Context: an optimization exercise on an open-source flow, tuned for small area. The choices shown serve that exercise and are no tape-out recipe.
The RTL was checked by simulation tests, not by an equivalence proof against the original design.
Power and IR drop assume default switching activity.

==> flow/design.v (excerpt) <==
module ddsblk (
    input  wire        clk,
    input  wire        reset,       
    input  wire        req_valid,
    input  wire [31:0] req_freq,    
    input  wire [63:0] req_phase,   
    output wire        ready,
    input  wire        busy,
    output wire        tx_valid,
    output reg  [7:0]  tx_data,
    output reg         tx_eof,
    output wire        bus_wo,      
    output wire [2:0]  cs,
    output wire        dds_rst,
    output wire        dds_sleep,
    output wire        bufsel
);
export LEC_CHECK = 0
export CAP_MARGIN = 20
export CORE_MARGIN = 2
export CORE_UTILIZATION = 65
export SLEW_MARGIN = 20
create_clock -name core_clock -period 70.0 [get_ports {clk}]
standard.sh (not shown) runs the stock make flow with config.mk's settings and CLKGATE_MAP_FILE= SYNTH_SCRIPT=/design/flow/synth_recipe.tcl, a recipe that flattens the netlist after the stock synthesis.
==> flow/flow/run.sh <==
#!/bin/bash
# Own layout flow: the standard flow (standard.sh), with
#  - synthesis: the standard flow's script, but logic mapped by an area-oriented ABC script
#    (no buffering or upsizing) and no full-adder extraction;
#  - port buffers of buf_1 instead of the default buffer;
#  - CTS without dummy loads, with clkbuf_8 buffers.
set -euo pipefail
W=$(pwd)
F=$W/flow
{ head -n 1 "$W/synth_recipe.tcl"; cat "$F/abc_override.tcl"; tail -n +2 "$W/synth_recipe.tcl"; } > "$W/own_synth.tcl"
export OWN_ABC_SCRIPT="$F/abc_area.script"
export OWN_ABC_D=$(awk -v p="$FLOW_PERIOD_NS" 'BEGIN { printf "%d", p * 1000 }')
bash "$W/standard.sh" \
  SYNTH_SCRIPT="$W/own_synth.tcl" \
  ADDER_MAP_FILE= \
  "BUFFER_PORTS_ARGS=-buffer_cell sky130_fd_sc_hd__buf_1" \
  "CTS_ARGS=-sink_clustering_enable -repair_clock_nets -dont_use_dummy_load -buf_list sky130_fd_sc_hd__clkbuf_8 -sink_clustering_size 16 -sink_clustering_max_diameter 80" \
  finish > "$W/flow.log" 2>&1
==> flow/flow/abc_area.script <==
strash
&get -n
&fraig -x
&put
dc2
dc2
strash
dch -f
amap -F 4 -A 10
topo
==> flow/flow/abc_override.tcl <==
# Map logic with an area-oriented ABC script and the real clock period (in ps) as
# the delay target; register mapping and everything else stay the standard flow's.
proc abc {args} {
  set i [lsearch -exact $args -script]
  if {$i >= 0} { set args [lreplace $args $i [expr {$i + 1}]] }
  set j [lsearch -exact $args -D]
  if {$j >= 0} { set args [lreplace $args $j [expr {$j + 1}]] }
  yosys abc -script $::env(OWN_ABC_SCRIPT) -D $::env(OWN_ABC_D) {*}$args
}
Edit:
--- a/flow/flow/run.sh
+++ b/flow/flow/run.sh
@@ -17 +17 @@
-  "CTS_ARGS=-sink_clustering_enable -repair_clock_nets -dont_use_dummy_load -buf_list sky130_fd_sc_hd__clkbuf_8 -sink_clustering_size 16 -sink_clustering_max_diameter 80" \
+  "CTS_ARGS=-sink_clustering_enable -repair_clock_nets -dont_use_dummy_load -buf_list sky130_fd_sc_hd__clkbuf_8" \
==> flow/flow/abc_area.script (replaced) <==
strash
&get -n
&fraig -x
&put
dc2
strash
&get -n
&dch -f
&nf -R 1000 {D}
&put
- CORE_UTILIZATION: 65 -> 40
What happened:
- The changed run completed with no timing, DRC or antenna violations
- cell count goes up by 3.4%
- setup slack gets worse by 510 ps
- clock skew rises by 31 ps
- count of clock-buffer cells in the layout grows by 21
- total power went down by 4.2%


Starting RTL as in the previous note.
Settings: LEC_CHECK=0, CAP_MARGIN=20, CORE_MARGIN=2, CORE_UTILIZATION=40, SLEW_MARGIN=20; clock period 70.0 ns.
==> flow/flow/run.sh <==
#!/bin/bash
# Own layout flow: the standard flow (standard.sh), with
#  - synthesis: the standard flow's script, but logic mapped by an area-oriented ABC script
#    (no buffering or upsizing) and no full-adder extraction;
#  - port buffers of buf_1 instead of the default buffer;
#  - CTS without dummy loads, with clkbuf_8 buffers.
set -euo pipefail
W=$(pwd)
F=$W/flow
{ head -n 1 "$W/synth_recipe.tcl"; cat "$F/abc_override.tcl"; tail -n +2 "$W/synth_recipe.tcl"; } > "$W/own_synth.tcl"
export OWN_ABC_SCRIPT="$F/abc_area.script"
export OWN_ABC_D=$(awk -v p="$FLOW_PERIOD_NS" 'BEGIN { printf "%d", p * 1000 }')
bash "$W/standard.sh" \
  SYNTH_SCRIPT="$W/own_synth.tcl" \
  ADDER_MAP_FILE= \
  "BUFFER_PORTS_ARGS=-buffer_cell sky130_fd_sc_hd__buf_1" \
  "CTS_ARGS=-sink_clustering_enable -repair_clock_nets -dont_use_dummy_load -buf_list sky130_fd_sc_hd__clkbuf_8 -sink_clustering_size 16 -sink_clustering_max_diameter 80" \
  finish > "$W/flow.log" 2>&1
==> flow/flow/abc_area.script <==
strash
&get -n
&fraig -x
&put
dc2
strash
&get -n
&dch -f
&nf -R 1000 {D}
&put
Scripts as last shown in full above: flow/flow/abc_override.tcl
Edit:
==> flow/run.sh (new file) <==
#!/bin/bash
# synth_recipe.tcl (not shown) runs the flow's synth.tcl, then flattens the netlist and writes it again
# the make line also repeats each setting of config.mk as NAME=value (left out here)
make -C /OpenROAD-flow-scripts/flow DESIGN_CONFIG=/design/flow/config.mk WORK_HOME=/design/flow/orfs CLKGATE_MAP_FILE= SYNTH_SCRIPT=/design/flow/synth_recipe.tcl finish
- CORE_UTILIZATION: 40 -> 60
- CTS_BUF_LIST: unset -> sky130_fd_sc_hd__clkbuf_8
removed: flow/flow/run.sh
removed: flow/flow/abc_area.script
removed: flow/flow/abc_override.tcl
removed: flow/standard.sh
=> The new run went through all stages and came out clean. Setup slack loses 0.63 ns. Synthesized cell count goes up by about a fifth. Sequential share of layout area goes down by 7.7 points. Via count goes up by a quarter to a third. Design area goes up by a quarter to a third. Non-clock buffer count goes up by 4. Combinational power goes up by well over a third. Utilization goes up by 25 points. First-iteration DRC count goes up by well over a third.
Edit:
==> flow/flow/run.sh (new file) <==
#!/bin/bash
# Own layout flow: the standard flow (standard.sh), with
#  - synthesis: the standard flow's script, but logic mapped by an area-oriented ABC script
#    (no buffering or upsizing) and no full-adder extraction;
#  - port buffers of buf_1 instead of the default buffer;
#  - CTS without dummy loads, with clkbuf_8 buffers.
set -euo pipefail
W=$(pwd)
F=$W/flow
{ head -n 1 "$W/synth_recipe.tcl"; cat "$F/abc_override.tcl"; tail -n +2 "$W/synth_recipe.tcl"; } > "$W/own_synth.tcl"
export OWN_ABC_SCRIPT="$F/abc_area.script"
export OWN_ABC_D=$(awk -v p="$FLOW_PERIOD_NS" 'BEGIN { printf "%d", p * 1000 }')
bash "$W/standard.sh" \
  SYNTH_SCRIPT="$W/own_synth.tcl" \
  ADDER_MAP_FILE= \
  "BUFFER_PORTS_ARGS=-buffer_cell sky130_fd_sc_hd__buf_1" \
  "CTS_ARGS=-sink_clustering_enable -repair_clock_nets -dont_use_dummy_load -buf_list sky130_fd_sc_hd__clkbuf_16 -sink_clustering_size 30 -sink_clustering_max_diameter 150" \
  finish > "$W/flow.log" 2>&1
==> flow/flow/abc_area.script (new file) <==
strash
&get -n
&fraig -x
&put
dc2
strash
&get -n
&dch -f
&nf -R 1000 {D}
&put
==> flow/flow/abc_override.tcl (new file) <==
# Map logic with an area-oriented ABC script and the real clock period (in ps) as
# the delay target; register mapping and everything else stay the standard flow's.
proc abc {args} {
  set i [lsearch -exact $args -script]
  if {$i >= 0} { set args [lreplace $args $i [expr {$i + 1}]] }
  set j [lsearch -exact $args -D]
  if {$j >= 0} { set args [lreplace $args $j [expr {$j + 1}]] }
  yosys abc -script $::env(OWN_ABC_SCRIPT) -D $::env(OWN_ABC_D) {*}$args
}
==> flow/standard.sh (new file) <==
#!/bin/bash
# synth_recipe.tcl (not shown) runs the flow's synth.tcl, then flattens the netlist and writes it again
# the make line also repeats each setting of config.mk as NAME=value (left out here)
make -C /OpenROAD-flow-scripts/flow DESIGN_CONFIG=/design/flow/config.mk WORK_HOME=/design/flow/orfs CLKGATE_MAP_FILE= SYNTH_SCRIPT=/design/flow/synth_recipe.tcl "${@:-finish}"
- CORE_UTILIZATION: 60 -> 40
- CTS_BUF_LIST: sky130_fd_sc_hd__clkbuf_8 -> unset
removed: flow/run.sh
Result:
- The new run passed the timing, DRC and antenna checks
- setup slack improves by 0.62 ns
- cell area decreases by 20%
- power decreases by 34%
- first-iteration DRC count decreases by 28%
- maximum frequency came out higher by 1.8%
- via count fell by 20%
- core utilization drops by 25 points

afterwards: timing with drivers on the ports:
Ports are ideal in the flow. The routed layouts listed here were re-timed in OpenROAD.
Step 1 (the two cells are an assumption about what drives the block):
set clk [get_ports {clk}]
set_driving_cell -lib_cell sky130_fd_sc_hd__clkbuf_16 $clk
set_driving_cell -lib_cell sky130_fd_sc_hd__buf_2 [delete_from_list [all_inputs] $clk]
Step 2 times the ports against the registers' clock, not the clock port: input delays grow and output delays shrink by t, the midpoint of the rising clock arrivals with the driver on.
Slacks: ideal / step 1 / step 2; pairs: ideal / step 1.
run	shift t [ns]	setup WS [ns]	worst setup path at the end	worst data-port slew with drivers (ns)	cell pins on the clock port's net
the first run of note 1	0.552	36.331 / 36.310 / 36.310	input to output	0.06	1
the second run of note 1	0.551	35.817 / 35.788 / 35.788	input to output	0.07	1
the first run of note 2	0.543	35.843 / 35.814 / 35.814	input to output	0.07	1
the second run of note 2	0.602	35.212 / 35.189 / 35.189	input to output	0.04	1
the third run of note 2	0.493	35.827 / 35.801 / 35.801	input to output	0.07	1
After both steps every run listed still meets setup and hold.
